Source: an optimization exercise on an open RTL-to-GDS flow (aim: small area, a short achievable clock period and few clock cycles). Production flows keep margins and buffers that such runs may drop. The RTL was checked by simulation tests, not by an equivalence proof against the original design. Power figures rest on the tool's default switching activity, not on a simulated workload.

<file path="design/flow/config.mk">
export PLATFORM = sky130hd
export DESIGN_NAME = sappy_voice
export DESIGN_NICKNAME = sappy_voice
export VERILOG_FILES = /design/flow/design.v
export SDC_FILE = /design/flow/constraint.sdc
export NUM_CORES = 8
export LEC_CHECK = 0
export CAP_MARGIN = 20
export CORE_MARGIN = 2
export CORE_UTILIZATION = 58
export PLACE_DENSITY = 0.7
export SLEW_MARGIN = 20
</file>
<file path="design/flow/standard.sh">
#!/bin/bash
# synth_recipe.tcl (not shown) runs the flow's synth.tcl, then flattens the netlist and writes it again
# the make line also repeats each setting of config.mk as NAME=value (left out here)
make -C /OpenROAD-flow-scripts/flow DESIGN_CONFIG=/design/flow/config.mk WORK_HOME=/design/flow/orfs CLKGATE_MAP_FILE= SYNTH_SCRIPT=/design/flow/synth_recipe.tcl "${@:-finish}"
</file>
<file path="design/flow/design.v">
module sappy_chan (
    input  [3:0]  fe,        
    input  [5:4]  fs,        
    input         iz,        
    input  [31:0] ph,
    input  [2:0]  cy,
    input  [35:0] inc,
    input  [14:0] lfsr,
    input  [1:0]  dsh,       
    input         kind,
    input         rl,        
    input         tok,       
    output [31:0] ph_n,
    output [2:0]  cy_n,
    output        msk_n,     
    output [14:0] lfsr_n
);
    function [11:0] radd11;
        input [10:0] a;
        input [10:0] b;
        input        c;
        integer i;
        reg cc;
        begin
            cc = c;
            for (i = 0; i < 11; i = i + 1) begin
                radd11[i] = a[i] ^ b[i] ^ cc;
                cc = (a[i] & b[i]) | (cc & (a[i] ^ b[i]));
            end
            radd11[11] = cc;
        end
    endfunction
    wire [3:0]  ge = fe & {4{~iz}};
    wire [11:0] s0 = radd11(ph[10:0],  inc[10:0]  & {11{ge[0]}}, 1'b0);
    wire [11:0] s1 = radd11(ph[21:11], inc[21:11] & {11{ge[1]}}, cy[0]);
    wire [11:0] s2 = radd11({1'b0, ph[31:22]}, {1'b0, inc[31:22] & {10{ge[2]}}}, cy[1]);
    assign ph_n = {s2[9:0], s1[10:0], s0[10:0]};
    assign cy_n = {s2[10], s1[11], s0[11]};
    reg [2:0] lim;
    always @(*) begin
        case (dsh)
            2'd0: lim = 3'd1;
            2'd1: lim = 3'd2;
            2'd2: lim = 3'd4;
            default: lim = 3'd6;
        endcase
    end
    wire sqh = ph[31:29] < lim;
    function [14:0] lstep;
        input [14:0] x;
        input        shrt;
        input integer s;
        reg [22:0] e;
        reg [29:0] y;
        integer j;
        begin
            e[6:0] = x[6:0];
            for (j = 7; j < 23; j = j + 1) e[j] = e[j-7] ^ e[j-6];
            y[14:0] = x;
            for (j = 15; j < 30; j = j + 1) y[j] = y[j-15] ^ y[j-14];
            for (j = 0; j < 15; j = j + 1) begin
                if (shrt && j <= 6) lstep[j] = e[j+s];
                else                lstep[j] = y[j+s];
            end
        end
    endfunction
    wire [3:0]  q  = inc[35:32] & {4{~iz}};
    wire [1:0]  k0 = {1'b0, cy[2]} + ((|q[3:1]) ? 2'd2 : q[1:0]);           
    wire [1:0]  k1 = q <= 4'd2 ? 2'd0 : q >= 4'd5 ? 2'd3 : q[1:0] - 2'd2;     
    wire [1:0]  k2 = q <= 4'd5 ? 2'd0 : q >= 4'd8 ? 2'd3 : q[1:0] - 2'd1;     
    wire [1:0]  k  = fe[3] ? k0 : fs[4] ? k1 : fs[5] ? k2 : 2'd0;
    wire        sh = dsh[0];
    wire [14:0] l1 = k[0] ? lstep(lfsr, sh, 1) : lfsr;
    wire [14:0] l8 = k[1] ? lstep(l1,   sh, 2) : l1;
    assign lfsr_n = l8;
    assign msk_n = rl && (tok || (kind ? !l8[0] : sqh));
endmodule
module sappy_voice (
    input             clk,
    input             rst,
    input             cmd_valid,
    output            cmd_ready,
    input      [2:0]  cmd_op,
    input      [3:0]  cmd_ch,
    input      [65:0] cmd_arg,
    output reg        frame_valid,
    output reg [15:0] frame_l,
    output reg [15:0] frame_r,
    output reg [11:0] frame_live
);
    localparam NCH = 12;
    localparam OP_NOTE = 3'd1, OP_MOD = 3'd2, OP_TICK = 3'd3, OP_FRAME = 3'd4, OP_STOP = 3'd5;
    localparam ST_ATT = 2'd0, ST_DEC = 2'd1, ST_SUS = 2'd2, ST_REL = 2'd3;
    localparam PH = 0, CY = 32, MSK = 35, LF = 36, INC = 51, GL = 87, GR = 95,
               RL = 103, KD = 104, DSH = 105;
    localparam KEY = 107, BV = 114, MZ = 124, VE = 125, PAN = 132, VEL = 139,
               GATE = 146, AA = 162, DD = 170, SS = 178, RR = 186, ENV = 194,
               ADSR = 202, DRG = 204, DRI = 205, IZ = 206;
    localparam W = 207;
    function [47:0] csa24;
        input [23:0] a, b, c;
        csa24 = {((a & b) | (a & c) | (b & c)) << 1, a ^ b ^ c};
    endfunction
    function [21:0] mul15x7;
        input [14:0] a;
        input [6:0]  b;
        reg [23:0] p0, p1, p2, p3, p4, p5, p6;
        reg [47:0] x0, x1, x2, x3, x4;
        begin
            p0 = b[0] ? {9'd0, a}       : 24'd0;
            p1 = b[1] ? {8'd0, a, 1'd0} : 24'd0;
            p2 = b[2] ? {7'd0, a, 2'd0} : 24'd0;
            p3 = b[3] ? {6'd0, a, 3'd0} : 24'd0;
            p4 = b[4] ? {5'd0, a, 4'd0} : 24'd0;
            p5 = b[5] ? {4'd0, a, 5'd0} : 24'd0;
            p6 = b[6] ? {3'd0, a, 6'd0} : 24'd0;
            x0 = csa24(p0, p1, p2);
            x1 = csa24(p3, p4, p5);
            x2 = csa24(x0[23:0], x0[47:24], x1[23:0]);
            x3 = csa24(x1[47:24], p6, x2[23:0]);
            x4 = csa24(x2[47:24], x3[23:0], x3[47:24]);
            mul15x7 = x4[21:0] + x4[45:24];
        end
    endfunction
    function [14:0] mul8x7;
        input [7:0] a;
        input [6:0] b;
        reg [23:0] p0, p1, p2, p3, p4, p5, p6;
        reg [47:0] x0, x1, x2, x3, x4;
        begin
            p0 = b[0] ? {16'd0, a}       : 24'd0;
            p1 = b[1] ? {15'd0, a, 1'd0} : 24'd0;
            p2 = b[2] ? {14'd0, a, 2'd0} : 24'd0;
            p3 = b[3] ? {13'd0, a, 3'd0} : 24'd0;
            p4 = b[4] ? {12'd0, a, 4'd0} : 24'd0;
            p5 = b[5] ? {11'd0, a, 5'd0} : 24'd0;
            p6 = b[6] ? {10'd0, a, 6'd0} : 24'd0;
            x0 = csa24(p0, p1, p2);
            x1 = csa24(p3, p4, p5);
            x2 = csa24(x0[23:0], x0[47:24], x1[23:0]);
            x3 = csa24(x1[47:24], p6, x2[23:0]);
            x4 = csa24(x2[47:24], x3[23:0], x3[47:24]);
            mul8x7 = x4[14:0] + x4[38:24];
        end
    endfunction
    reg        pend;         
    reg        rdy;          
    reg [2:0]  xop;
    reg [3:0]  xch;
    reg [65:0] xarg;
    assign cmd_ready = rdy;
    wire slow_cmd = (cmd_op == OP_NOTE || cmd_op == OP_MOD) ? (cmd_ch < 4'd12)
                  : (cmd_op == OP_TICK || cmd_op == OP_STOP);
    reg fe0, fe1, fe2, fe3, fe4;         
    reg fs4, fs5;                        
    reg [1:0] fwait;                     
    reg tt2, tt3, tt4;                   
    wire drained = !(fe0 | fe1 | fe2 | fe3 | fs4 | fs5);
    wire acc = cmd_valid && !pend && fwait == 2'd0;
    reg  [3:0] hc;           
    wire       x_note = pend && xop == OP_NOTE;
    wire       x_mod  = pend && xop == OP_MOD;
    wire       x_tick = pend && xop == OP_TICK;
    wire       x_stop = pend && xop == OP_STOP;
    wire       at_head = hc == xch;
    wire [3:0] hc6     = hc >= 4'd6 ? hc - 4'd6 : hc + 4'd6;    
    wire       at_six  = hc6 == xch;
    wire       note_ex = x_note && at_head && drained;
    wire       mod_ex  = x_mod && (at_head || at_six);
    reg        sact;
    reg  [3:0] sc;
    wire       stop_ex = sact && sc == 4'd11;
    reg        tst;          
    reg [11:0] edone;        
    reg [11:0] idone;        
    reg [4:1]  gp;           
    reg [14:1] ip;           
    reg [3:0]  ic;           
    wire       tick_end = tst && (&edone) && (&idone) && !(|ip);
    reg        tokp;         
    wire       tok_go   = (tokp || tick_end) && !(|gp[2:1]);
    wire       done_ex  = note_ex || mod_ex || stop_ex || tick_end;
    wire [12*W-1:0] CUR;     
    wire [12*W-1:0] NXT;     
    genvar p;
    generate
        for (p = 0; p < NCH; p = p + 1) begin : pos
            reg [W-1:0] r;
            assign CUR[p*W +: W] = r;
            always @(posedge clk) r <= NXT[((p + 1) % NCH)*W +: W];
        end
    endgenerate
    wire [W-1:0] h = CUR[0 +: W];
    wire         h_rl   = h[RL];
    wire [1:0]   h_st   = h[ADSR +: 2];
    wire [15:0]  h_gate = h[GATE +: 16];
    wire [7:0]   h_env  = h[ENV +: 8];
    wire [7:0]   h_a    = h[AA +: 8];
    wire [7:0]   h_d    = h[DD +: 8];
    wire [7:0]   h_s    = h[SS +: 8];
    wire [7:0]   h_r    = h[RR +: 8];
    reg  [1:0]  st_a, st_b;
    reg  [15:0] gate_n;
    reg  [8:0]  env_b;
    reg         live_n;
    always @(*) begin
        st_a   = h_st;
        gate_n = h_gate;
        if (h_st != ST_REL) begin
            if (h_gate == 16'd0) st_a = ST_REL;
            else                 gate_n = h_gate - 16'd1;
        end
        st_b   = st_a;
        env_b  = {1'b0, h_env};
        live_n = h_rl;
        case (st_a)
            ST_ATT: begin
                env_b = h_env + h_a;
                if (env_b > 9'd255) env_b = 9'd255;
                if (env_b == 9'd255) st_b = ST_DEC;
            end
            ST_DEC: begin
                if ({1'b0, h_env} < {1'b0, h_s} + {1'b0, h_d}) env_b = {1'b0, h_s};
                else                                           env_b = h_env - h_d;
                if (env_b[7:0] == h_s) st_b = ST_SUS;
            end
            ST_REL: begin
                if (h_r == 8'd0 || h_env <= h_r) env_b = 9'd0;
                else                             env_b = h_env - h_r;
                if (env_b == 9'd0) live_n = 1'b0;
            end
            default: ;
        endcase
    end
    wire need_g = h_rl && (h[DRG] || st_a != ST_SUS);
    wire ivis   = tst && !idone[hc];
    wire icap_t = ivis && h_rl && h[DRI] && ic == 4'd10;
    wire icap_n = note_ex && ic == 4'd10;
    wire icap   = icap_t || icap_n;
    wire ecap   = tst && drained && !edone[hc] && (!need_g || (!gp[2] && !icap_t));
    wire gcap   = ecap && need_g;
    reg  [14:0] R1;          
    reg  [7:0]  R2;          
    reg  [22:0] R3;          
    wire [W-1:0] s11 = CUR[11*W +: W];
    wire [W-1:0] s10 = CUR[10*W +: W];
    wire [W-1:0] s9  = CUR[9*W +: W];
    wire [7:0]  m1a = gp[3] ? R2 : s11[ENV +: 8];
    wire [6:0]  m1b = gp[3] ? (s9[MZ] ? 7'd0 : s9[PAN +: 7]) : s11[VEL +: 7];
    wire [14:0] m1p = mul8x7(m1a, m1b);
    reg  [6:0]  mB;          
    wire [21:0] m2p = mul15x7(R1, mB);
    wire [7:0]  g_r = R3[14:7];
    wire [7:0]  g_l = R3[22:15] - R3[14:7] - {7'd0, |R3[6:0]};
    wire [9:0]  bv_h = h[MZ] ? 10'd0 : h[BV +: 10];
    wire [6:0]  key_h = note_ex ? xarg[6:0] : h[KEY +: 7];
    wire signed [14:0] praw = $signed({2'b00, key_h, 6'd0}) + $signed({{5{bv_h[9]}}, bv_h});
    wire [12:0] pcl  = praw < 0 ? 13'd0 : praw > 15'sd8191 ? 13'd8191 : praw[12:0];
    reg  [12:0] ia_p;        
    reg         ia_k;
    reg  [3:0]  ib_n;        
    reg  [1:0]  ib_j;        
    reg  [1:0]  ib_q;        
    reg  [12:0] ic_d;        
    reg  [21:0] Nq;          
    reg  [1:0]  nq_j;
    reg  [1:0]  nq_q;
    wire [7:0] dm12_a =
        ia_p[12:6] == 7'd0 ? 8'd83 :
        ia_p[12:6] == 7'd1 ? 8'd84 :
        ia_p[12:6] == 7'd2 ? 8'd85 :
        ia_p[12:6] == 7'd3 ? 8'd86 :
        ia_p[12:6] == 7'd4 ? 8'd87 :
        ia_p[12:6] == 7'd5 ? 8'd88 :
        ia_p[12:6] == 7'd6 ? 8'd89 :
        ia_p[12:6] == 7'd7 ? 8'd90 :
        ia_p[12:6] == 7'd8 ? 8'd91 :
        ia_p[12:6] == 7'd9 ? 8'd96 :
        ia_p[12:6] == 7'd10 ? 8'd97 :
        ia_p[12:6] == 7'd11 ? 8'd98 :
        ia_p[12:6] == 7'd12 ? 8'd99 :
        ia_p[12:6] == 7'd13 ? 8'd100 :
        ia_p[12:6] == 7'd14 ? 8'd101 :
        ia_p[12:6] == 7'd15 ? 8'd102 :
        ia_p[12:6] == 7'd16 ? 8'd103 :
        ia_p[12:6] == 7'd17 ? 8'd104 :
        ia_p[12:6] == 7'd18 ? 8'd105 :
        ia_p[12:6] == 7'd19 ? 8'd106 :
        ia_p[12:6] == 7'd20 ? 8'd107 :
        ia_p[12:6] == 7'd21 ? 8'd112 :
        ia_p[12:6] == 7'd22 ? 8'd113 :
        ia_p[12:6] == 7'd23 ? 8'd114 :
        ia_p[12:6] == 7'd24 ? 8'd115 :
        ia_p[12:6] == 7'd25 ? 8'd116 :
        ia_p[12:6] == 7'd26 ? 8'd117 :
        ia_p[12:6] == 7'd27 ? 8'd118 :
        ia_p[12:6] == 7'd28 ? 8'd119 :
        ia_p[12:6] == 7'd29 ? 8'd120 :
        ia_p[12:6] == 7'd30 ? 8'd121 :
        ia_p[12:6] == 7'd31 ? 8'd122 :
        ia_p[12:6] == 7'd32 ? 8'd123 :
        ia_p[12:6] == 7'd33 ? 8'd128 :
        ia_p[12:6] == 7'd34 ? 8'd129 :
        ia_p[12:6] == 7'd35 ? 8'd130 :
        ia_p[12:6] == 7'd36 ? 8'd131 :
        ia_p[12:6] == 7'd37 ? 8'd132 :
        ia_p[12:6] == 7'd38 ? 8'd133 :
        ia_p[12:6] == 7'd39 ? 8'd134 :
        ia_p[12:6] == 7'd40 ? 8'd135 :
        ia_p[12:6] == 7'd41 ? 8'd136 :
        ia_p[12:6] == 7'd42 ? 8'd137 :
        ia_p[12:6] == 7'd43 ? 8'd138 :
        ia_p[12:6] == 7'd44 ? 8'd139 :
        ia_p[12:6] == 7'd45 ? 8'd144 :
        ia_p[12:6] == 7'd46 ? 8'd145 :
        ia_p[12:6] == 7'd47 ? 8'd146 :
        ia_p[12:6] == 7'd48 ? 8'd147 :
        ia_p[12:6] == 7'd49 ? 8'd148 :
        ia_p[12:6] == 7'd50 ? 8'd149 :
        ia_p[12:6] == 7'd51 ? 8'd150 :
        ia_p[12:6] == 7'd52 ? 8'd151 :
        ia_p[12:6] == 7'd53 ? 8'd152 :
        ia_p[12:6] == 7'd54 ? 8'd153 :
        ia_p[12:6] == 7'd55 ? 8'd154 :
        ia_p[12:6] == 7'd56 ? 8'd155 :
        ia_p[12:6] == 7'd57 ? 8'd160 :
        ia_p[12:6] == 7'd58 ? 8'd161 :
        ia_p[12:6] == 7'd59 ? 8'd162 :
        ia_p[12:6] == 7'd60 ? 8'd163 :
        ia_p[12:6] == 7'd61 ? 8'd164 :
        ia_p[12:6] == 7'd62 ? 8'd165 :
        ia_p[12:6] == 7'd63 ? 8'd166 :
        ia_p[12:6] == 7'd64 ? 8'd167 :
        ia_p[12:6] == 7'd65 ? 8'd168 :
        ia_p[12:6] == 7'd66 ? 8'd169 :
        ia_p[12:6] == 7'd67 ? 8'd170 :
        ia_p[12:6] == 7'd68 ? 8'd171 :
        ia_p[12:6] == 7'd69 ? 8'd176 :
        ia_p[12:6] == 7'd70 ? 8'd177 :
        ia_p[12:6] == 7'd71 ? 8'd178 :
        ia_p[12:6] == 7'd72 ? 8'd179 :
        ia_p[12:6] == 7'd73 ? 8'd180 :
        ia_p[12:6] == 7'd74 ? 8'd181 :
        ia_p[12:6] == 7'd75 ? 8'd182 :
        ia_p[12:6] == 7'd76 ? 8'd183 :
        ia_p[12:6] == 7'd77 ? 8'd184 :
        ia_p[12:6] == 7'd78 ? 8'd185 :
        ia_p[12:6] == 7'd79 ? 8'd186 :
        ia_p[12:6] == 7'd80 ? 8'd187 :
        ia_p[12:6] == 7'd81 ? 8'd192 :
        ia_p[12:6] == 7'd82 ? 8'd193 :
        ia_p[12:6] == 7'd83 ? 8'd194 :
        ia_p[12:6] == 7'd84 ? 8'd195 :
        ia_p[12:6] == 7'd85 ? 8'd196 :
        ia_p[12:6] == 7'd86 ? 8'd197 :
        ia_p[12:6] == 7'd87 ? 8'd198 :
        ia_p[12:6] == 7'd88 ? 8'd199 :
        ia_p[12:6] == 7'd89 ? 8'd200 :
        ia_p[12:6] == 7'd90 ? 8'd201 :
        ia_p[12:6] == 7'd91 ? 8'd202 :
        ia_p[12:6] == 7'd92 ? 8'd203 :
        ia_p[12:6] == 7'd93 ? 8'd208 :
        ia_p[12:6] == 7'd94 ? 8'd209 :
        ia_p[12:6] == 7'd95 ? 8'd210 :
        ia_p[12:6] == 7'd96 ? 8'd211 :
        ia_p[12:6] == 7'd97 ? 8'd212 :
        ia_p[12:6] == 7'd98 ? 8'd213 :
        ia_p[12:6] == 7'd99 ? 8'd214 :
        ia_p[12:6] == 7'd100 ? 8'd215 :
        ia_p[12:6] == 7'd101 ? 8'd216 :
        ia_p[12:6] == 7'd102 ? 8'd217 :
        ia_p[12:6] == 7'd103 ? 8'd218 :
        ia_p[12:6] == 7'd104 ? 8'd219 :
        ia_p[12:6] == 7'd105 ? 8'd224 :
        ia_p[12:6] == 7'd106 ? 8'd225 :
        ia_p[12:6] == 7'd107 ? 8'd226 :
        ia_p[12:6] == 7'd108 ? 8'd227 :
        ia_p[12:6] == 7'd109 ? 8'd228 :
        ia_p[12:6] == 7'd110 ? 8'd229 :
        ia_p[12:6] == 7'd111 ? 8'd230 :
        ia_p[12:6] == 7'd112 ? 8'd231 :
        ia_p[12:6] == 7'd113 ? 8'd232 :
        ia_p[12:6] == 7'd114 ? 8'd233 :
        ia_p[12:6] == 7'd115 ? 8'd234 :
        ia_p[12:6] == 7'd116 ? 8'd235 :
        ia_p[12:6] == 7'd117 ? 8'd240 :
        ia_p[12:6] == 7'd118 ? 8'd241 :
        ia_p[12:6] == 7'd119 ? 8'd242 :
        ia_p[12:6] == 7'd120 ? 8'd243 :
        ia_p[12:6] == 7'd121 ? 8'd244 :
        ia_p[12:6] == 7'd122 ? 8'd245 :
        ia_p[12:6] == 7'd123 ? 8'd246 :
        ia_p[12:6] == 7'd124 ? 8'd247 :
        ia_p[12:6] == 7'd125 ? 8'd248 :
        ia_p[12:6] == 7'd126 ? 8'd249 :
        8'd250;
    wire [12:0] tdif_a =
        dm12_a[3:0] == 4'd0 ? 13'd3897 :
        dm12_a[3:0] == 4'd1 ? 13'd4129 :
        dm12_a[3:0] == 4'd2 ? 13'd4374 :
        dm12_a[3:0] == 4'd3 ? 13'd4634 :
        dm12_a[3:0] == 4'd4 ? 13'd4910 :
        dm12_a[3:0] == 4'd5 ? 13'd5202 :
        dm12_a[3:0] == 4'd6 ? 13'd5511 :
        dm12_a[3:0] == 4'd7 ? 13'd5839 :
        dm12_a[3:0] == 4'd8 ? 13'd6186 :
        dm12_a[3:0] == 4'd9 ? 13'd6554 :
        dm12_a[3:0] == 4'd10 ? 13'd6943 :
        13'd7357;
    wire [21:0] t22_n =
        ib_n == 4'd0 ? 22'd1441792 :
        ib_n == 4'd1 ? 22'd1527526 :
        ib_n == 4'd2 ? 22'd1618364 :
        ib_n == 4'd3 ? 22'd1714592 :
        ib_n == 4'd4 ? 22'd1816540 :
        ib_n == 4'd5 ? 22'd1924560 :
        ib_n == 4'd6 ? 22'd2039004 :
        ib_n == 4'd7 ? 22'd2160246 :
        ib_n == 4'd8 ? 22'd2288704 :
        ib_n == 4'd9 ? 22'd2424796 :
        ib_n == 4'd10 ? 22'd2568984 :
        22'd2721730;
    wire [4:0]  e_a  = {1'b0, dm12_a[7:4]} + (ia_k ? 5'd5 : 5'd0);
    wire [1:0]  j_a  = 2'd0 - e_a[1:0];
    wire [5:0]  sq_a = (6'd19 + {1'b0, e_a}) >> 2;   
    wire [21:0] Nd   = t22_n + {5'd0, ic_d, 4'd0} + {7'd0, ic_d, 2'd0} + {8'd0, ic_d, 1'b0};
    reg  [42:0] Z;           
    reg  [42:0] Z0;
    always @(*) begin
        case (nq_j)
            2'd0: Z0 = {1'd0, Nq, 20'd0};
            2'd1: Z0 = {2'd0, Nq, 19'd0};
            2'd2: Z0 = {3'd0, Nq, 18'd0};
            default: Z0 = {4'd0, Nq, 17'd0};
        endcase
    end
    function [42:0] dstep2;
        input [42:0] z;
        reg [8:0] t;
        begin
            t = {z[42:36], z[35:34]};
            if (t >= 9'd225)      dstep2 = {t[6:0] - 7'd97, z[33:0], 2'd3};    
            else if (t >= 9'd150) dstep2 = {t[6:0] - 7'd22, z[33:0], 2'd2};    
            else if (t >= 9'd75)  dstep2 = {t[6:0] - 7'd75, z[33:0], 2'd1};
            else                  dstep2 = {t[6:0], z[33:0], 2'd0};
        end
    endfunction
    wire zload = (ip[7] && nq_q == 2'd0) || (ip[6] && nq_q == 2'd1) ||
                 (ip[5] && nq_q == 2'd2) || (ip[4] && nq_q == 2'd3);
    wire signed [9:0] ve_raw = $signed({3'b000, xarg[22:16]}) + $signed(xarg[31:23]);
    wire [6:0] ve_new = ve_raw < 0 ? 7'd0 : ve_raw > 10'sd127 ? 7'd127 : ve_raw[6:0];
    wire [9:0] bv_new = {{3{xarg[6]}}, xarg[6:0]} + {{3{xarg[6]}}, xarg[6:0]} + {xarg[15], xarg[15:7]};
    generate
        for (p = 0; p < NCH; p = p + 1) begin : lk
            wire [W-1:0] c = CUR[p*W +: W];
            wire [31:0] ph_n;
            wire [2:0]  cy_n;
            wire        msk_n;
            wire [14:0] lf_n;
            sappy_chan u_ch (
                .fe({fe3, fe2, fe1, fe0}), .fs({fs5, fs4}), .iz(c[IZ]),
                .ph(c[PH +: 32]), .cy(c[CY +: 3]), .inc(c[INC +: 36]),
                .lfsr(c[LF +: 15]), .dsh(c[DSH +: 2]), .kind(c[KD]), .rl(c[RL]), .tok(tt2),
                .ph_n(ph_n), .cy_n(cy_n), .msk_n(msk_n), .lfsr_n(lf_n)
            );
            reg [W-1:0] n;
            always @(*) begin
                n = c;
                n[PH +: 32] = ph_n;
                n[CY +: 3]  = cy_n;
                n[MSK]      = msk_n;
                n[LF +: 15] = lf_n;
                if (p == 0) begin
                    if (note_ex) begin
                        n[PH +: 32]  = 32'd0;
                        n[CY +: 3]   = 3'd0;
                        n[LF +: 15]  = 15'h7FFF;
                        n[IZ]        = 1'b1;
                        n[GL +: 8]   = 8'd0;
                        n[GR +: 8]   = 8'd0;
                        n[RL]        = 1'b1;
                        n[KD]        = xarg[30];
                        n[DSH +: 2]  = xarg[30] ? {1'b0, xarg[33]} : xarg[32:31];
                        n[KEY +: 7]  = xarg[6:0];
                        n[VEL +: 7]  = xarg[13:7];
                        n[GATE +: 16] = xarg[29:14];
                        n[AA +: 8]   = xarg[41:34];
                        n[DD +: 8]   = xarg[49:42];
                        n[SS +: 8]   = xarg[57:50];
                        n[RR +: 8]   = xarg[65:58];
                        n[ENV +: 8]  = 8'd0;
                        n[ADSR +: 2] = ST_ATT;
                        n[DRG]       = 1'b1;
                        n[DRI]       = !icap_n;
                    end
                    if (ecap) begin
                        n[ENV +: 8]   = env_b[7:0];
                        n[GATE +: 16] = gate_n;
                        n[ADSR +: 2]  = st_b;
                        n[RL]         = live_n;
                        if (gcap) n[DRG] = 1'b0;
                        if (live_n) n[IZ] = 1'b0;
                    end
                    if (icap_t) n[DRI] = 1'b0;
                end
                if ((p == 0 && x_mod && at_head) || (p == 6 && x_mod && at_six)) begin
                    n[BV +: 10]  = bv_new;
                    n[VE +: 7]   = ve_new;
                    n[PAN +: 7]  = xarg[38:32];
                    n[MZ]        = 1'b0;
                    n[DRG]       = 1'b1;
                    n[DRI]       = 1'b1;
                end
                if (p == 8 && gp[4]) begin
                    n[GL +: 8] = g_l;
                    n[GR +: 8] = g_r;
                end
                if (p == 10 && ip[14]) n[INC +: 36] = Z[35:0];
                if (p == 0 && sact) n[RL] = 1'b0;
                if (rst) n[RL] = 1'b0;
                if (rst) n[MZ] = 1'b1;
            end
            assign NXT[p*W +: W] = n;
        end
    endgenerate
    reg slow;
    integer sq;
    always @(*) begin
        slow = 1'b0;
        for (sq = 0; sq < NCH; sq = sq + 1)
            if (CUR[sq*W + RL] && CUR[sq*W + KD] && !CUR[sq*W + IZ] &&
                (CUR[sq*W + INC + 35] || CUR[sq*W + INC + 34] || (CUR[sq*W + INC + 33] && CUR[sq*W + INC + 32])))
                slow = 1'b1;
    end
    wire       pend_n  = pend ? !done_ex : (acc && slow_cmd);
    wire [1:0] fwait_n = (acc && cmd_op == OP_FRAME && slow) ? 2'd2 : (fwait == 2'd0 ? 2'd0 : fwait - 2'd1);
    reg  [23:0] ml [0:11];
    reg  [23:0] mr [0:11];
    reg  [47:0] yl0, yl1, yl2, yl3, yl4, yl5, yl6, yl7, yl8, yl9;
    reg  [47:0] yr0, yr1, yr2, yr3, yr4, yr5, yr6, yr7, yr8, yr9;
    integer q;
    always @(*) begin
        for (q = 0; q < NCH; q = q + 1) begin
            if (CUR[q*W + MSK]) begin
                ml[q] = {16'd0, CUR[q*W + GL +: 8]};
                mr[q] = {16'd0, CUR[q*W + GR +: 8]};
            end else begin
                ml[q] = 24'd0;
                mr[q] = 24'd0;
            end
        end
        yl0 = csa24(ml[0], ml[1], ml[2]);
        yl1 = csa24(ml[3], ml[4], ml[5]);
        yl2 = csa24(ml[6], ml[7], ml[8]);
        yl3 = csa24(ml[9], ml[10], ml[11]);
        yl4 = csa24(yl0[23:0], yl0[47:24], yl1[23:0]);
        yl5 = csa24(yl1[47:24], yl2[23:0], yl2[47:24]);
        yl6 = csa24(yl3[23:0], yl3[47:24], yl4[23:0]);
        yl7 = csa24(yl4[47:24], yl5[23:0], yl5[47:24]);
        yl8 = csa24(yl6[23:0], yl6[47:24], yl7[23:0]);
        yl9 = csa24(yl8[23:0], yl8[47:24], yl7[47:24]);
        yr0 = csa24(mr[0], mr[1], mr[2]);
        yr1 = csa24(mr[3], mr[4], mr[5]);
        yr2 = csa24(mr[6], mr[7], mr[8]);
        yr3 = csa24(mr[9], mr[10], mr[11]);
        yr4 = csa24(yr0[23:0], yr0[47:24], yr1[23:0]);
        yr5 = csa24(yr1[47:24], yr2[23:0], yr2[47:24]);
        yr6 = csa24(yr3[23:0], yr3[47:24], yr4[23:0]);
        yr7 = csa24(yr4[47:24], yr5[23:0], yr5[47:24]);
        yr8 = csa24(yr6[23:0], yr6[47:24], yr7[23:0]);
        yr9 = csa24(yr8[23:0], yr8[47:24], yr7[47:24]);
    end
    wire [11:0] sum_l = yl9[11:0] + yl9[35:24];
    wire [11:0] sum_r = yr9[11:0] + yr9[35:24];
    reg [11:0] hl, hr, tl, tr;
    reg [11:0] livef;
    wire signed [21:0] out_l = $signed({2'b00, hl, 8'd0}) - $signed({10'd0, hl}) - $signed({3'b000, tl, 7'd0});
    wire signed [21:0] out_r = $signed({2'b00, hr, 8'd0}) - $signed({10'd0, hr}) - $signed({3'b000, tr, 7'd0});
    function [15:0] sat16;
        input signed [21:0] v;
        sat16 = v > 22'sd32767 ? 16'h7FFF : v < -22'sd32768 ? 16'h8000 : v[15:0];
    endfunction
    always @(posedge clk) begin
        hl <= sum_l;
        hr <= sum_r;
        frame_l <= sat16(out_l);
        frame_r <= sat16(out_r);
        frame_live <= livef;
        R1 <= ip[1] ? {2'd0, tdif_a} : m1p;
        mB <= ip[1] ? {1'b0, ia_p[5:0]} : (s11[MZ] ? 7'd0 : s11[VE +: 7]);
        R2 <= m2p[21:14];
        R3 <= {R2, m1p};
        Z <= zload ? Z0 : dstep2(dstep2(Z));
        ia_p <= pcl;
        ia_k <= note_ex ? xarg[30] : h[KD];
        if (ip[1]) begin
            ib_n <= dm12_a[3:0];
            ib_j <= j_a;
            ib_q <= sq_a[1:0] - 2'd2;
        end
        ic_d <= m2p[18:6];
        if (ip[3]) begin
            Nq   <= Nd;
            nq_j <= ib_j;
            nq_q <= ib_q;
        end
        if (!pend) begin
            xop  <= cmd_op;
            xch  <= cmd_ch;
            xarg <= cmd_arg;
        end
        if (acc && cmd_op == OP_TICK) begin
            edone <= 12'd0;
            idone <= 12'd0;
        end else begin
            if (ecap) edone[hc] <= 1'b1;
            if (ivis && (!h_rl || !h[DRI] || icap_t)) idone[hc] <= 1'b1;
        end
        if (rst) begin
            pend <= 1'b0;
            rdy  <= 1'b1;
            fe0 <= 1'b0; fe1 <= 1'b0; fe2 <= 1'b0; fe3 <= 1'b0; fe4 <= 1'b0;
            fs4 <= 1'b0; fs5 <= 1'b0;
            fwait <= 2'd0;
            frame_valid <= 1'b0;
            tt2 <= 1'b0; tt3 <= 1'b0; tt4 <= 1'b0;
            sact <= 1'b0;
            tokp <= 1'b0;
            tl <= 12'd0; tr <= 12'd0;
            hc <= 4'd0;
            tst <= 1'b0;
            gp <= 4'd0;
            ip <= 14'd0;
            ic <= 4'd10;
            livef <= 12'd0;
        end else begin
            pend  <= pend_n;
            fwait <= fwait_n;
            rdy   <= !pend_n && fwait_n == 2'd0;
            fe0 <= acc && cmd_op == OP_FRAME;
            fe1 <= fe0; fe2 <= fe1; fe3 <= fe2; fe4 <= fe3;
            fs4 <= fe3 && slow; fs5 <= fs4;
            frame_valid <= fe4;
            tt2 <= note_ex || stop_ex || tok_go;
            tt3 <= tt2;
            tokp <= (tokp || tick_end) && !tok_go;
            tt4 <= tt3;
            if (tt4) begin
                tl <= hl;
                tr <= hr;
            end
            hc <= hc == 4'd11 ? 4'd0 : hc + 4'd1;
            if (acc && cmd_op == OP_TICK) tst <= 1'b1;
            else if (tick_end)            tst <= 1'b0;
            gp <= {gp[3:1], gcap};
            ip <= {ip[13:1], icap};
            ic <= icap ? 4'd1 : (ic == 4'd10 ? 4'd10 : ic + 4'd1);
            if (x_stop && drained && !sact) begin
                sact <= 1'b1;
                sc   <= 4'd0;
            end else if (sact) begin
                sact <= !stop_ex;
                sc   <= sc + 4'd1;
            end
            if (stop_ex) livef <= 12'd0;
            else if (note_ex) livef[xch] <= 1'b1;
            else if (ecap) livef[hc] <= live_n;
        end
    end
endmodule
</file>
<file path="design/flow/flow/run.sh">
#!/bin/bash
# Own layout flow: the standard flow (standard.sh, with its unchanged
# synthesis, floorplan, power grid, placement and routing) with these changes:
#  - the port buffers that buffer_ports inserts are buf_4 cells instead of
#    the default delay-cell buffers;
#  - clock tree synthesis without dummy loads and with larger sink clusters
#    (up to 25 sinks within 80 um);
#  - timing repair aims for 18 ns of setup slack on the 24 ns clock.
# All tool output goes to standard.log here and to the ORFS logs under orfs/.
set -euo pipefail
export BUFFER_PORTS_ARGS="-buffer_cell sky130_fd_sc_hd__buf_4"
export CTS_ARGS="-sink_clustering_enable -repair_clock_nets -dont_use_dummy_load -sink_clustering_size 25 -sink_clustering_max_diameter 80"
export SETUP_SLACK_MARGIN=18.3
bash standard.sh > standard.log 2>&1
</file>
<file path="design/flow/constraint.sdc">
create_clock -name core_clock -period 24.0 [get_ports {clk}]
set_input_delay 4.8000 -clock core_clock [delete_from_list [all_inputs] [get_ports {clk}]]
set_output_delay 4.8000 -clock core_clock [all_outputs]
set_load 0.01 [all_outputs]
</file>
==> run summary, run 1 <==
The maximum number of pins on one net before global-route repair came out at 69. The total negative slack for setup checks came out at 0 ns. Cells with a size suffix above 1 make up under 10% of the layout. The worst vdd rail ir drop is just under 0.09 mV. The maximum number of buffers from clock root to sink came out at 3. The post-route cell area is between 0.1 and 0.15 mm^2.

The number of DRC markers in iteration 0 is between 3000 and 4000. Sorting the synthesized cells by area gives the leading types as dfxtp_1 53%, fa_1 13%, and2_1 4.0%, ha_1 3.9%, mux2i_1 3.8%. Traced cell by cell, the critical path runs through buf_6.

The number of hold violations in the final report is 0. The number of enable flip-flop cells after synthesis came out at 110. The final worst-path cycle share is between 20% and 30%. The dominant cell by count in the synthesized netlist is dfxtp_1. The CTS buffer count came out at around 150.

Data arrives at the worst endpoint at roughly 1.3 ns. The total number of clock tree sinks is 2883. Summed over all instances, the cell type with the most area after synthesis is dfxtp_1. The power per cell area is roughly 73 mW/mm^2. The pin slew with the least headroom to its limit is 1.17 ns.

The dominant synthesized flop cell is dfxtp_1. The H-tree depth reported by CTS came out at 4. The startpoint kind of the worst setup timing path is a flip-flop.

The mean instance size in the synthesized netlist is 12.1 um^2. In this run the number of cells on the critical path is 1. The number of optimization iterations in the first detailed-route pass is 6. The share of synthesized area occupied by flip-flops and latches came out at about 57%. The number of rows created at floorplan came out at between 150 and 200. Grouping stages by cell kind, the critical path spends the most delay in flip-flops. The overall global routing resource usage is 22.0%. Across the routed clock network, the largest skew measured is 0.0822 ns. The initial antenna violation count came out at 3.

The count of max-cap constraint violations is 0. The number of max-slew violations in the final report is 0. The area enclosed by the die boundary is 0.183 mm^2.

In the routed design, unresolved DRC markers number 0. The initial utilization of the core area, before any placement, comes to between 50% and 60%. The top fanout value on the critical path is 1. The routability-driven placement congestion ratio is ~0.86. In this run the cell area of the synthesized design comes to between 0.1 and 0.15 mm^2.

The floorplan die width came out at roughly 430 um. The buffering stage count on the worst path with inverters included came out at 1. The per-cell via count in the routed design is between 5 and 6.

The total half-perimeter wirelength after legalization and detailed placement is 144 mm. The relative slew slack came out at 21.8%. The top-area cell type share of the netlist area came out at between 50% and 60%. The min-delay analysis places its worst path in the category flip-flop to flip-flop.

The number of warnings printed during yosys synthesis is 4. The net count of the finished layout is just under 10000. TritonCTS built the clock tree.

The library cell contributing the largest single delay on the critical path is dfxtp_2. The post-synthesis cell count is 8613. The worst-skew pair later-pin latency came out at between 0.8 and 0.9 ns. The CTS clock-pin slew for the worst setup and hold paths is 0.09 ns.

The number of nets handed over by synthesis was 9671. The category of the most critical setup path is flip-flop to primary output. The commonest cells after synthesis are 2773 x dfxtp_1, 809 x inv_1, 670 x and2_1, 659 x fa_1, 459 x nand2_1.

The residual antenna-violating net count after detailed routing is 0. After filler insertion, the fill cell instance count of the layout stands at approximately 14000. The final setup violation count is 0. In this run the count of I/O pins placed on the die edge is about 120. The path depth of the worst reg2reg path came out at 17.

The cell at the root of the clock tree is clkbuf_16. The number of synthesized register bits came out at around 2900. The smallest hold slack came out at ~0.29 ns. Counting flops with an async set or reset pin after synthesis yields a share of 0%. The clock period could shrink to between 6 and 7 ns.

The final route contains 56600 vias. The number of distinct library cells after synthesis came out at just over 100. The total wire length after detailed routing is 195 mm. The largest single stage delay on the critical path is 0.34 ns. In this run the standard cell core region covers about 0.18 mm^2. The flow ran to the end and the layout has no timing, DRC or antenna violations. Summed over all cells, the static leakage comes to 0.0493 uW. The number of cells in the finished layout apart from fillers came out at 11000. The number of global-route vias before repair came out at approximately 60000.

The worst hold path stage count came out at 0. Summing all placed instances gives a cell area of 0.107 mm^2. The routed wirelength normalized by instance count is approximately 18 um. The die boundary height came out at 427 um. The total global routing overflow came out at 0. Setup repair after global routing could not meet its margin everywhere. The wire length of the first global-routing pass is 315 mm. The data required time of the worst path is 19.20 ns. The type of element capturing the critical path is a primary output. In this run, placement finished with an instance count of 10900.

For this run, the top clock speed supported by timing is roughly 0.17 GHz. The count of input and output buffers is roughly 120. The area added between synthesis and finish came out at 7.17%.
[power by group]
part	leakage (uW)	switching (uW)	total, uW	internal [uW]
sequential	0.0235	85.8	5010	4930
clock	0.00180	1400	2490	1090
combinational	0.0239	357	577	220
total	0.0493	1840	8080	6230
[state kept, by name, summed over array words and instances, names as in the netlist, 7 cells and up]
name	flops
edone	12
R1	15
livef	12
mB	7
Z	43
tl	12
ia_p	13
R3	23
xarg	66
Nq	21
frame_live	12
frame_l	16
hl	12
idone	12
ic_d	12
frame_r	16
pos.r	2484
ip	14
tr	12
hr	12
[kinds of logic after synthesis]
family,Yosys count,share of synthesized area (%)
buffers and inverters,1065,3.88
AO/OA/AOI/OAI,935,5.73
adder cells (fa/ha/maj),982,16.6
flip-flops,2883,56.6
multiplexers,541,5.44
XOR/XNOR,233,2.00
AND/OR/NAND/NOR,1974,9.78
[metrics by stage]
| stage | utilization, % | setup WS [ns] | power [uW] |
|---|---|---|---|
| 5_1_grt | 62.5 | 17.88 | 8390 |
| 2_1_floorplan | - | 18.31 | 5510 |
| 6_report | 62.5 | 17.95 | 8080 |
| 3_5_place_dp | 60.1 | 17.70 | 5690 |
| 4_1_cts | 62.3 | 17.86 | 8140 |
| 3_3_place_gp | 60.1 | 17.70 | 5690 |
[worst paths after layout]
check                      from             to  slack (ns)
setup / recovery  frame_live[1]  frame_live[1]       17.95
hold / removal    pos[7].r[117]  pos[6].r[117]        0.29
setup reg to reg            fe0   pos[1].r[10]       18.57
hold reg to reg   pos[7].r[117]  pos[6].r[117]        0.29
[per-layer routing]
metal	vias to the layer above	share of wire (%)	GRT usage [%]
met4	0	2.5	6.08
met1	27700	47	30.5
met2	892	47	36.6
met3	284	3.2	2.52
met5	-	0	0
li1	27700	-	-
[placed cells by master, fill, tap and decap left out, types with 22 or more instances in the layout]
| master | Yosys | routed |
|---|---|---|
| dfxtp_2 | 0 | 69 |
| nor3_1 | 82 | 79 |
| nand3_1 | 58 | 58 |
| nor2b_1 | 127 | 126 |
| fa_1 | 659 | 659 |
| o21ai_0 | 253 | 241 |
| nand2_1 | 459 | 459 |
| buf_6 | 2 | 46 |
| ha_1 | 323 | 323 |
| xnor2_1 | 153 | 153 |
| a221oi_1 | 32 | 32 |
| a211oi_1 | 37 | 37 |
| mux2_2 | 145 | 145 |
| o211ai_1 | 22 | 22 |
| nor4_1 | 28 | 28 |
| dfxtp_1 | 2773 | 2703 |
| buf_4 | 2 | 125 |
| edfxtp_1 | 110 | 110 |
| nor2_1 | 382 | 381 |
| a31oi_1 | 31 | 31 |
| a21o_1 | 44 | 44 |
| clkbuf_16 | 0 | 146 |
| o21bai_1 | 34 | 34 |
| inv_1 | 809 | 808 |
| and2_1 | 670 | 670 |
| o21a_1 | 52 | 52 |
| a21oi_1 | 260 | 249 |
| nand2b_1 | 65 | 64 |
| xor2_1 | 76 | 76 |
| mux2i_1 | 391 | 383 |
[layout make-up]
class                      instances  area [um^2]  share of cell area, %
clock buffer                     146         3650                   3.28
tap                             2355         2950                   2.65
antenna                            3         7.51                0.00674
inverter                         810         3040                   2.73
timing repair buffer             171         1460                   1.31
multi-input combinational       4665        41400                   37.2
sequential                      2883        58900                   52.9
[timing repair]
action                                  CTS  global route
buffers inserted                          0            12
hold buffers                              0             0
pin swaps                                 0             4
endpoints found under the hold margin     0             0
gates resized for setup                  83            65
endpoints found under the setup margin   71            87
Testbench counts, summed over its fixed seeds: cycles 162,937.
==> inputs of run 2 (changes only) <==
--- a/design/flow/flow/run.sh
+++ b/design/flow/flow/run.sh
@@ -12,3 +12,3 @@
 export CTS_ARGS="-sink_clustering_enable -repair_clock_nets -dont_use_dummy_load -sink_clustering_size 25 -sink_clustering_max_diameter 80"
-export SETUP_SLACK_MARGIN=18.3
+export SETUP_SLACK_MARGIN=18.0
 bash standard.sh > standard.log 2>&1
--- a/design/flow/config.mk
+++ b/design/flow/config.mk
@@ -10,2 +10,3 @@
 export CORE_UTILIZATION = 58
+export GPL_TIMING_DRIVEN = 1
 export PLACE_DENSITY = 0.7
==> run summary, run 2 <==
The flow ran to the end and the layout has no timing, DRC or antenna violations. The arrival time reported for the critical path endpoint is about 1.2 ns. The post-CTS setup buffer count came out at 0. The worst register-to-register path begins at gp[3]. In this run the worst setup path terminates at frame_r[14]. Data on the critical path is required at its endpoint by 19.20 ns. Detailed placement ended at an HPWL of approximately 140 mm. The number of rows created at floorplan came out at 155.

The per-cell via count in the routed design came out at slightly above 5. The highest clock frequency the design can meet is between 0.15 and 0.2 GHz. After synthesis, the most frequently instantiated cells are 2773 x dfxtp_1, 809 x inv_1, 670 x and2_1, 659 x fa_1, 459 x nand2_1. The critical path goes through buf_6. The power per cell area is approximately 73 mW/mm^2.

The startpoint kind of the worst setup timing path is a flip-flop. The cell sitting at the root of the clock tree is a clkbuf_16. The number of distinct library cells after synthesis is 102. The register with the most flip-flops in the layout has about 2500 of them. The dominant cell by count in the synthesized netlist is dfxtp_1. The tree built by TritonCTS fans out to slightly below 3000 sinks. Cells fill 62.3% of the core in the end. Once the floorplan was initialized, standard cells occupied a little under 60% of the core. After synthesis, the mean cell area works out to roughly 12 um^2.

The top cell types in the final layout, fill and taps aside, are 2724 x dfxtp_1, 808 x inv_1, 670 x and2_1, 659 x fa_1, 459 x nand2_1. The worst setup path is captured at a primary output. The core box area came out at ~0.18 mm^2. The number of optimization iterations in the first detailed-route pass is 6. The critical path in this run is classified as flip-flop to primary output. The pin slew with the least headroom to its limit came out at 1.11 ns.

The instance area after placement is approximately 0.11 mm^2. The minimum clock period after layout is between 6 and 7 ns. For this run, design rule violations remaining after detail routing come to 0.

After layout, the worst path uses about a quarter of the clock period. Summed over all cells, the static leakage comes to between 0.04 and 0.05 uW. The number of hold violations in the final report came out at 0. The share of synthesized area occupied by flip-flops and latches came out at 56.6%. The floorplan die width came out at about 430 um. The relative slew slack came out at 25.8%.

The top-level I/O count is between 100 and 150. The area enclosed by the die boundary came out at approximately 0.18 mm^2. The number of synthesized register bits came out at between 2000 and 3000. Ranked by flip-flop count, first place goes to pos.r.

The worst-skew pair later-pin latency is around 0.84 ns. When the netlist entered floorplanning its net count stood at 9671. Setup violations remaining at the end of the flow were counted as 0. The die boundary height is 427 um.

In this run, the number of DRC markers left after iteration 0 of detailed routing was about 3100. The fraction of final layout cells sized beyond drive strength 1 is roughly 6.7%. Of all flip-flops after synthesis, the portion carrying an async set or reset was 0%. Input and output buffers added on the ports amount to 121. The top cell family by delay on the critical path is flip-flops. The maximum number of pins on one net before global-route repair came out at 74. The post-synthesis cell count is between 8000 and 9000. The worst reg-to-reg setup slack came out at between 15 and 20 ns. In this run the worst hold path is classified as flip-flop to flip-flop. Compared with the post-synthesis result, the final layout area differs by 6.89%. The end of the worst register-to-register path is R1[14].

The count of max-cap constraint violations is 0. By area the synthesized netlist is led by dfxtp_1 53%, fa_1 13%, and2_1 4.0%, ha_1 3.9%, mux2i_1 3.8%. For this run, the leading register cell type out of synthesis is dfxtp_1. The total negative slack for setup checks came out at 0 ns. The CTS buffer count is 145. The count of cells resized by post-cts repair is roughly 80. The routability-driven placement congestion ratio came out at around 0.86. The H-tree was split into 4 levels. After clock tree synthesis, the clock-pin slew on the worst setup and hold paths is roughly 0.09 ns. In this run the cell area of the synthesized design comes to just over 0.1 mm^2.

The buffering stage count on the worst path with inverters included came out at 1. The residual antenna-violating net count after detailed routing is 0. The via count is approximately 57000. In this run the worst setup path begins at frame_r[14]. Global routing used between 20% and 30% of the available tracks across all layers.

The number of global-route vias before repair came out at 59100. The top fanout value on the critical path is 1. The maximum number of buffers from clock root to sink came out at 3.

Setup repair after global routing could not meet its margin everywhere. The total global routing overflow is 0. The most area-hungry cell type in the Yosys netlist is dfxtp_1.

For the final database, setup skew stands at slightly above 0.08 ns. The routed wirelength normalized by instance count is approximately 18 um. TritonCTS built the clock tree. The finished cells cover 0.111 mm^2. The number of enable flip-flop cells after synthesis is 110. The stage delay of the slowest cell on the critical path is about 0.33 ns. The quantity of hold-fixing buffers added after cts came out at 0.

The routing usage on met3 came out at between 2 and 3%. The initial antenna violation count came to 1. The wire length of the first global-routing pass came out at between 300 and 400 mm.

The final total power is a little over 8000 uW. For met1 alone, demand over resource in global routing was between 30 and 40%. The library cell used most frequently in the layout, excluding fill and tap cells, is dfxtp_1. The number of warnings printed during yosys synthesis came out at 4. The share of synthesized area in the top cell type comes to 53.4%. Global routing used between 30% and 40% of the available met2 tracks. The number of max-slew violations in the final report was 0.

Wires add up to around 200 mm. The library cell contributing the largest single delay on the critical path is dfxtp_2. The path depth of the worst reg2reg path came out at 22. In this run the number of cells on the critical path is 1. The number of nets at the end of the flow came out at around 9700. The worst vdd rail ir drop came out at ~0.09 mV. In the final layout, the registers with the most flip-flops are pos.r (2484), xarg (66), Z (43).

The layer with the highest usage after global routing is met2.
run 2: worst min path at each step:
stage / from / endpoint / slack, ns / cells past startpoint
floorplan: pos[1].r[107] / pos[0].r[107] / 0.31 / 0
CTS: pos[4].r[140] / pos[3].r[140] / 0.28 / 0
detailed placement: pos[2].r[172] / pos[1].r[172] / 0.31 / 0
global route: pos[10].r[199] / pos[9].r[199] / 0.29 / 0
global placement: pos[10].r[197] / pos[9].r[197] / 0.31 / 0
finish: pos[10].r[205] / pos[9].r[205] / 0.29 / 0
run 2: final cells by class:
class                   instances  area, um^2
flip-flops and latches       2883       58900
clock buffers                 145        3630
fillers                     13800       67100
well taps                    2355        2950
inverters                     810        3040
multi-input cells            4665       41200
diodes                          4        10.0
repair buffers                158        1370
run 2: cells by family (layout without fill, tap and decap cells):
| family | Yosys count | after routing | share of synthesized area [%] |
|---|---|---|---|
| AOI/OAI and AO/OA | 935 | 935 | 5.73 |
| xor gates and xnor gates | 233 | 233 | 2.00 |
| adders and majority gates | 982 | 982 | 16.6 |
| buffers and inverters | 1065 | 1113 | 3.88 |
| DFF | 2883 | 2883 | 56.6 |
| muxes | 541 | 541 | 5.44 |
| other | 0 | 4 | 0 |
| and+or+nand+nor | 1974 | 1974 | 9.78 |
run 2: power by group:
part           internal, uW  total, uW  switching (uW)
clock                  1080       2480            1400
combinational           221        565             344
sequential             4930       5010            86.4
total                  6230       8060            1830
run 2: per-layer routing:
| metal | part of all wire [%] | up-vias |
|---|---|---|
| li1 | - | 27700 |
| met1 | 47 | 27700 |
| met2 | 47 | 903 |
| met3 | 3.2 | 301 |
| met4 | 2.9 | 0 |
| met5 | 0 | - |
run 2: metrics by stage:
stage	worst slack, ns	instances	hold WS (ns)
6_report	17.96	11000	0.289
5_1_grt	17.90	11000	0.288
4_1_cts	17.88	11000	0.277
3_5_place_dp	17.55	10900	0.312
3_3_place_gp	17.50	10900	0.310
2_1_floorplan	17.96	8613	0.310
==> inputs of run 3 (changes only) <==
--- a/design/flow/config.mk
+++ b/design/flow/config.mk
@@ -10,3 +10,2 @@
 export CORE_UTILIZATION = 58
-export GPL_TIMING_DRIVEN = 1
 export PLACE_DENSITY = 0.7
==> run summary, run 3 <==
The number of DRC markers in iteration 0 is about 3100. Routability-driven placement finished with a final weighted congestion of 0.860. The core box area came out at 0.178 mm^2. The endpoint identified for the worst register-to-register timing path is R1[14].

The count of input and output buffers came out at 121. The number of rows created at floorplan came out at around 160. The tool flagged a number of max-cap violations equal to 0. The flip-flop count of the largest register after layout came out at 2484. The total negative slack for setup checks is 0 ns. The core occupancy in the finished layout is 62.3%.

The worst setup path is launched from a flip-flop. The maximum number of buffers from clock root to sink came out at 3. The routing usage on met2 came out at 36.3%. In this run the most critical hold path is launched from pos[10].r[205]. The worst-case IR drop observed on VDD is just over 0.09 mV. The largest clock skew in the final design came out at around 0.082 ns. The quantity of hold-fixing buffers added after cts came out at 0. The tree is rooted in a clkbuf_16. The via count is between 50000 and 60000. The stage delay of the slowest cell on the critical path is around 0.33 ns. The final setup violation count is 0. After layout, the worst path uses between 20% and 30% of the clock period.

The area added between synthesis and finish came out at 6.89%. The synthesized netlist devotes 5.73% of its cell area to compound gates. In the post-route analysis, the smallest setup slack over all paths is 17.96 ns. The power per cell area is 72.5 mW/mm^2.

STA puts the critical path data required time at ~19 ns. The top-level I/O count came out at 122. The mux cell area share after synthesis is 5.44%. The top-area cell type share of the netlist area is a little over half. The per-cell via count in the routed design came out at around 5. The post-place setup slack is 17.55 ns. The slowest stage of the critical path is the dfxtp_2 cell.

Summed over all cells, the static leakage comes to 0.0491 uW. The number of hold violations in the final report is 0. In the final routed layout, each cell accounts on average for 17.7 um. The share of synthesized area occupied by flip-flops and latches came out at a little under three fifths. The fraction of final layout cells sized beyond drive strength 1 is 6.66%. The worst setup path is captured at a primary output.

The buffering stage count on the worst path with inverters included is 1. During synthesis, Yosys emitted a total of 4 warnings. The netlist uses about 100 different library cells. The total half-perimeter wirelength after legalization and detailed placement is roughly 140 mm. In this run the critical register-to-register path is launched from gp[3].

The worst-skew pair later-pin latency is approximately 0.84 ns. For this run the aggregate overflow at the end of global routing stands at 0. Traced cell by cell, the critical path runs through buf_6. The DRC violation count after routing came out at 0. By instance count, the leading cell after synthesis is dfxtp_1. The number of global-route vias before repair was ~59000. Sorting the synthesized cells by how often they occur yields 2773 x dfxtp_1, 809 x inv_1, 670 x and2_1, 659 x fa_1, 459 x nand2_1.

The CTS tree is yes. Counting cells, the worst reg-to-reg path comes to 22. The CTS buffer count is between 100 and 150. The run finished with no timing, DRC or antenna violations. The net count after synthesis is slightly below 10000.

The number of nets at the end of the flow is 9721. Static timing analysis puts the maximum clock frequency at roughly 0.17 GHz. The total instance count after detailed placement came out at roughly 11000. The dominant synthesized flop cell is dfxtp_1.

The H-tree depth reported by CTS came out at 4. The CTS clock-pin slew for the worst setup and hold paths is approximately 0.09 ns. The synthesized design contains 2883 register bits. The routed design has 195 mm of wire. The area enclosed by the die boundary came out at 0.183 mm^2.

The wire length of the first global-routing pass came out at 315 mm. The largest registers in the layout are pos.r (2484), xarg (66), Z (43). The top cell family by delay on the critical path is flip-flops.

The arrival time reported for the critical path endpoint is around 1.2 ns. Counting instances, the worst hold path has a depth of 0. The die boundary height came out at 427 um.

The category of the most critical setup path is flip-flop to primary output. The biggest area contributor in the post-synthesis netlist is dfxtp_1. Excluding fillers, the count of instances in the completed layout stands at 11000. In the post-synthesis netlist, the biggest area contributors are dfxtp_1 53%, fa_1 13%, and2_1 4.0%, ha_1 3.9%, mux2i_1 3.8%.

Of the total synthesized cell area, the portion taken by AND, OR, NAND and NOR gates is 9.78%. The post-synthesis cell count came out at 8613. The number of max-slew violations in the final report is 0. The number of enable flip-flop cells after synthesis came out at 110. The floorplan die width came out at 427 um.

The top fanout value on the critical path is 1. The overall global routing resource usage came out at a little over a fifth. The layer flagged by global routing as most heavily used is met2.

The minimum clock period after layout came out at 6.04 ns. The maximum number of pins on one net before global-route repair is 74. Setup repair after global routing could not meet its margin everywhere. The residual antenna-violating net count after detailed routing is 0. A synthesized cell averages approximately 12 um^2. Of the total synthesized cell area, the portion taken by XOR and XNOR cells is 2.00%. The largest family of logic cells by synthesized area is adder cells. The number of optimization iterations in the first detailed-route pass came out at 6. The pin slew with the least headroom to its limit came out at about 1.1 ns.

The initial core utilization is between 50% and 60%. The cell area after synthesis is between 0.1 and 0.15 mm^2. The routing usage on met3 came out at between 2 and 3%. In the global route stage, met1 resource usage came out at 30.2%. Leaving out fill and tap cells, the most frequent cells in the layout are 2724 x dfxtp_1, 808 x inv_1, 670 x and2_1, 659 x fa_1, 459 x nand2_1.

CTS saw 2883 sinks. The relative slew slack came out at approximately a quarter. The initial antenna violation count came to 1.

The worst register-to-register path has a setup slack of 18.29 ns. In this run the worst hold path is classified as flip-flop to flip-flop. Counting flops per register, the top entry is pos.r. For hold timing, the worst endpoint is pos[9].r[205]. The most common cell after layout, fill and taps aside is dfxtp_1.

The share of synthesized registers carrying an async set or reset came out at 0%. The adder-cell share of the synthesized area came out at between 10% and 20%.
## run 3: power by group
part | switching [uW] | internal [uW] | total, uW
Sequential | 86.4 | 4930 | 5010
Clock | 1400 | 1080 | 2480
Combinational | 344 | 221 | 565
Total | 1830 | 6230 | 8060
## run 3: cell type report
| type | instances | area, um^2 |
|---|---|---|
| Antenna cell | 4 | 10.0 |
| Clock buffer | 145 | 3630 |
| Fill cell | 13800 | 67100 |
| Inverter | 810 | 3040 |
| Multi-Input combinational cell | 4665 | 41200 |
| Sequential cell | 2883 | 58900 |
| Tap cell | 2355 | 2950 |
| Timing Repair Buffer | 158 | 1370 |
## run 3: worst max path at each step
stage / cells past startpoint / startpoint / to / slack (ns)
3_5_place_dp: 4 / rst / sact / 17.55
5_1_grt: 1 / frame_r[14] / frame_r[14] / 17.90
4_1_cts: 1 / frame_r[0] / frame_r[0] / 17.88
6_report: 1 / frame_r[14] / frame_r[14] / 17.96
2_1_floorplan: 5 / cmd_valid / edone[10] / 17.96
3_3_place_gp: 5 / cmd_valid / tst / 17.50
## run 3: per-layer routing
metal | up-vias | wire, um | share of wire [%]
met4 | 0 | 5590 | 2.9
li1 | 27700 | - | -
met5 | - | 0 | 0
met2 | 903 | 91400 | 47
met3 | 301 | 6310 | 3.2
met1 | 27700 | 91700 | 47
## run 3: logic make-up (layout without fill, tap and decap cells)
logic type	Yosys count	after routing
AOI/OAI and AO/OA	935	935
xor gates and xnor gates	233	233
adders and majority gates	982	982
buffers and inverters	1065	1113
DFF	2883	2883
muxes	541	541
other	0	4
and+or+nand+nor	1974	1974
## run 3: through the flow
step	area [um^2]	hold slack (ns)	power, uW
after floorplan	104000	0.310	5510
after global placement	107000	0.310	5680
after detailed placement	107000	0.312	5680
after CTS	111000	0.277	8130
after global routing	111000	0.288	8370
final	111000	0.289	8060
## run 3: repair_timing
item / in CTS / in global routing
gates resized for setup: 81 / 19
cloned: 0 / 0
pin swaps: 0 / 0
setup buffers: 0 / 0
endpoints found under the setup margin: 47 / 69
==> inputs of run 4 (changes only) <==
--- a/design/flow/design.v
+++ b/design/flow/design.v
@@ -97,4 +97,4 @@
                GATE = 146, AA = 162, DD = 170, SS = 178, RR = 186, ENV = 194,
-               ADSR = 202, DRG = 204, DRI = 205, IZ = 206;
-    localparam W = 207;
+               ADSR = 202, DRG = 204, DRI = 205, IZ = 206, ED = 207, ID = 208;
+    localparam W = 209;
     function [47:0] csa24;
@@ -173,8 +173,8 @@
     reg        tst;          
-    reg [11:0] edone;        
-    reg [11:0] idone;        
     reg [4:1]  gp;           
-    reg [14:1] ip;           
+    reg [13:1] ip;           
     reg [3:0]  ic;           
-    wire       tick_end = tst && (&edone) && (&idone) && !(|ip);
+    reg        all_done;
+    wire       tick_end = tst && all_done && !(|ip);
+    wire       tstart   = acc && cmd_op == OP_TICK;
     reg        tokp;         
@@ -235,3 +235,3 @@
     wire need_g = h_rl && (h[DRG] || st_a != ST_SUS);
-    wire ivis   = tst && !idone[hc];
+    wire ivis   = tst && !h[ID];
     wire icap_t = ivis && h_rl && h[DRI] && ic == 4'd10;
@@ -239,3 +239,3 @@
     wire icap   = icap_t || icap_n;
-    wire ecap   = tst && drained && !edone[hc] && (!need_g || (!gp[2] && !icap_t));
+    wire ecap   = tst && drained && !h[ED] && (!need_g || (!gp[2] && !icap_t));
     wire gcap   = ecap && need_g;
@@ -264,5 +264,2 @@
     reg  [12:0] ic_d;        
-    reg  [21:0] Nq;          
-    reg  [1:0]  nq_j;
-    reg  [1:0]  nq_q;
     wire [7:0] dm12_a =
@@ -429,7 +426,7 @@
     always @(*) begin
-        case (nq_j)
-            2'd0: Z0 = {1'd0, Nq, 20'd0};
-            2'd1: Z0 = {2'd0, Nq, 19'd0};
-            2'd2: Z0 = {3'd0, Nq, 18'd0};
-            default: Z0 = {4'd0, Nq, 17'd0};
+        case (ib_j)
+            2'd0: Z0 = {1'd0, Nd, 20'd0};
+            2'd1: Z0 = {2'd0, Nd, 19'd0};
+            2'd2: Z0 = {3'd0, Nd, 18'd0};
+            default: Z0 = {4'd0, Nd, 17'd0};
         endcase
@@ -447,4 +444,4 @@
     endfunction
-    wire zload = (ip[7] && nq_q == 2'd0) || (ip[6] && nq_q == 2'd1) ||
-                 (ip[5] && nq_q == 2'd2) || (ip[4] && nq_q == 2'd3);
+    wire zload = (ip[6] && ib_q == 2'd0) || (ip[5] && ib_q == 2'd1) ||
+                 (ip[4] && ib_q == 2'd2) || (ip[3] && ib_q == 2'd3);
     wire signed [9:0] ve_raw = $signed({3'b000, xarg[22:16]}) + $signed(xarg[31:23]);
@@ -504,2 +501,4 @@
                     if (icap_t) n[DRI] = 1'b0;
+                    if (ecap) n[ED] = 1'b1;
+                    if (ivis && (!h_rl || !h[DRI] || icap_t)) n[ID] = 1'b1;
                 end
@@ -517,3 +516,3 @@
                 end
-                if (p == 10 && ip[14]) n[INC +: 36] = Z[35:0];
+                if (p == 11 && ip[13]) n[INC +: 36] = Z[35:0];
                 if (p == 0 && sact) n[RL] = 1'b0;
@@ -521,2 +520,6 @@
                 if (rst) n[MZ] = 1'b1;
+                if (tstart) begin
+                    n[ED] = 1'b0;
+                    n[ID] = 1'b0;
+                end
             end
@@ -525,2 +528,8 @@
     endgenerate
+    integer dq;
+    always @(*) begin
+        all_done = 1'b1;
+        for (dq = 0; dq < NCH; dq = dq + 1)
+            all_done = all_done && CUR[dq*W + ED] && CUR[dq*W + ID];
+    end
     reg slow;
@@ -600,8 +609,3 @@
         end
-        ic_d <= m2p[18:6];
-        if (ip[3]) begin
-            Nq   <= Nd;
-            nq_j <= ib_j;
-            nq_q <= ib_q;
-        end
+        if (ip[2]) ic_d <= m2p[18:6];
         if (!pend) begin
@@ -611,9 +615,2 @@
         end
-        if (acc && cmd_op == OP_TICK) begin
-            edone <= 12'd0;
-            idone <= 12'd0;
-        end else begin
-            if (ecap) edone[hc] <= 1'b1;
-            if (ivis && (!h_rl || !h[DRI] || icap_t)) idone[hc] <= 1'b1;
-        end
         if (rst) begin
@@ -632,3 +629,3 @@
             gp <= 4'd0;
-            ip <= 14'd0;
+            ip <= 13'd0;
             ic <= 4'd10;
@@ -652,6 +649,6 @@
             hc <= hc == 4'd11 ? 4'd0 : hc + 4'd1;
-            if (acc && cmd_op == OP_TICK) tst <= 1'b1;
+            if (tstart) tst <= 1'b1;
             else if (tick_end)            tst <= 1'b0;
             gp <= {gp[3:1], gcap};
-            ip <= {ip[13:1], icap};
+            ip <= {ip[12:1], icap};
             ic <= icap ? 4'd1 : (ic == 4'd10 ? 4'd10 : ic + 4'd1);
==> run summary, run 4 <==
The run finished with no timing, DRC or antenna violations. The total half-perimeter wirelength after legalization and detailed placement came out at about 150 mm. The highest clock frequency the design can meet came out at between 0.15 and 0.2 GHz. STA classifies the critical path startpoint as a flip-flop.

After clock tree synthesis, the clock-pin slew on the worst setup and hold paths is around 0.09 ns. The worst hold path begins at pos[6].r[177]. The largest registers in the layout are pos.r (2508), xarg (66), Z (43). The total negative slack for setup checks came out at 0 ns.

The die boundary height is around 430 um. The wire length of the first global-routing pass came out at 322 mm. The initial utilization of the core area, before any placement, comes to roughly three fifths. The share of synthesized registers carrying an async set or reset is 0%. The dominant synthesized flop cell is dfxtp_1.

More flip-flops sit in one register than any other, and that register is pos.r. Hold is met by between 0.2 and 0.3 ns. The worst register-to-register path ends at R1[14].

Entering global routing, the biggest net connects 60 pins. The clock passes through at most 3 buffers. The core box area is roughly 0.18 mm^2. After synthesis, the most frequently instantiated cells are 2764 x dfxtp_1, 819 x inv_1, 659 x fa_1, 630 x and2_1, 451 x nand2_1. The signal on the critical path passes through buf_6. The top-level I/O count came out at approximately 120. The via count came out at 57000.

The first TritonRoute pass finished after 8 iterations. The number of hold violations in the final report is 0. The detailed router finished its first iteration with approximately 3400 violations. The total number of clock tree sinks came out at 2862. For this run, the slowest stage of the critical path takes 0.38 ns. The top fanout value on the critical path came out at 1. Sequential elements use a little under three fifths of the synthesized area.

From synthesis to final layout, the design area changed by 6.98%. The per-cell via count in the routed design came out at slightly above 5. The power per cell area is ~72 mW/mm^2. The detail route stage leaves a number of antenna-violating nets equal to 0. Summed over all instances, the cell type with the most area after synthesis is dfxtp_1.

Synthesis inferred roughly 2900 register bits. For this run the aggregate overflow at the end of global routing stands at 0. Yosys instantiated no cell more often than dfxtp_1. The total wire length after detailed routing came out at between 200 and 250 mm. The portion of total power attributed to sequential cells came out at 62.5%.

The count of max-cap constraint violations came out at 0. The part of the power in combinational logic is under 10%. The count of input and output buffers came out at between 100 and 150. The total internal power is ~6100 uW. The number of max-slew violations in the final report came out at 0. The total instance count after detailed placement is 10900. The CTS buffer count came out at ~140.

The area enclosed by the die boundary is 0.182 mm^2. In this run the mean area of a mapped cell was between 10 and 15 um^2.
==> run 4: cell count changes after synthesis, moves of 17 or more <==
cell | before | now
a211oi_1 | 37 | 54
a21o_1 | 44 | 68
a21oi_1 | 260 | 243
and2_1 | 670 | 630
clkbuf_1 | 209 | 190
nor2_1 | 382 | 364
nor2b_1 | 127 | 196
nor3_1 | 82 | 99
==> run 4: worst max path at each step <==
| stage | startpoint | endpoint | slack (ns) | cells past startpoint |
|---|---|---|---|---|
| CTS | frame_valid | frame_valid | 17.81 | 1 |
| global route | frame_valid | frame_valid | 17.84 | 1 |
| finish | frame_valid | frame_valid | 17.89 | 1 |
| floorplan | cmd_valid | tst | 18.07 | 5 |
| global placement | rst | livef[8] | 17.39 | 4 |
| detailed placement | rst | livef[6] | 17.35 | 4 |
==> run 4: layout make-up <==
cell class | count | area (um^2) | share of cell area (%)
inverters | 821 | 3080 | 2.79
flip-flops and latches | 2862 | 58300 | 52.7
diodes | 6 | 15.0 | 0.0136
well taps | 2340 | 2930 | 2.65
multi-input cells | 4678 | 41300 | 37.3
repair buffers | 162 | 1390 | 1.26
clock buffers | 143 | 3580 | 3.23
==> run 4: power by group through the flow <==
| stage | logic (uW) | registers, uW | clock network (uW) |
|---|---|---|---|
| 3_5_place_dp | 502 | 5080 | 0 |
| 3_3_place_gp | 494 | 5080 | 0 |
| 6_report | 516 | 4970 | 2460 |
| 2_1_floorplan | 418 | 5010 | 0 |
| 4_1_cts | 507 | 4970 | 2530 |
| 5_1_grt | 564 | 4980 | 2700 |
==> run 4: cell families after synthesis <==
kind of cell | after synthesis | share of synthesized area (%)
flip-flops | 2862 | 56.3
AND/OR/NAND/NOR | 1987 | 9.94
buffers and inverters | 1061 | 3.88
adder cells (fa/ha/maj) | 982 | 16.7
AO/OA/AOI/OAI | 951 | 5.92
multiplexers | 526 | 5.25
XOR/XNOR | 232 | 1.99
==> run 4: layer usage <==
metal	GRT usage [%]	up-vias	routed length, um
met5	0	-	0
met4	6.35	0	5370
met3	2.83	300	7320
met2	37.9	1029	95400
met1	31.0	28000	92100
li1	-	27700	-
==> run 4: timing repair <==
item | CTS | global route
buffers inserted | 0 | 0
pin swaps | 0 | 0
endpoints found under the setup margin | 46 | 52
resized for setup | 74 | 16
==> run 4: per-stage QoR <==
stage | power [uW] | instance area, um^2
global route | 8240 | 111000
CTS | 8010 | 111000
detailed placement | 5580 | 107000
floorplan | 5430 | 103000
global placement | 5570 | 107000
finish | 7940 | 111000
Testbench counts of run 4, summed over its fixed seeds: cycles 162,782.

==> what the ideal ports hide <==
How much do the figures lean on ideal ports? The routed layouts below were timed once more, with nothing changed but the port constraints.
Step 1 assumes that a clkbuf_16 drives the clock port and a buf_2 every other input.
Step 2 moves the port delays by t, midway between the first and last clock arrival at a register: inputs arrive t later, outputs are due t later. That takes back most of the time a late clock gives input paths.
a / b / c = ideal ports / drivers / drivers and shift; a / b = the first two.
run | t (ns) | setup slack, ns | hold WS [ns] | worst setup path at the end | cell pins on the clock port's net
run 1 | 0.876 | 17.948 / 17.863 / 17.698 | 0.286 / 0.286 / 0.286 | input to register | 1
run 2 | 0.879 | 17.959 / 17.871 / 17.554 | 0.289 / 0.289 / 0.289 | input to register | 1
run 3 | 0.879 | 17.959 / 17.871 / 17.554 | 0.289 / 0.289 / 0.289 | input to register | 1
run 4 | 0.871 | 17.892 / 17.805 / 17.328 | 0.272 / 0.272 / 0.272 | input to register | 1
After both steps every run listed still meets setup and hold. The setup slack of run 4, which loses most, moves by -0.087 ns with the drivers and by -0.564 ns with both steps.
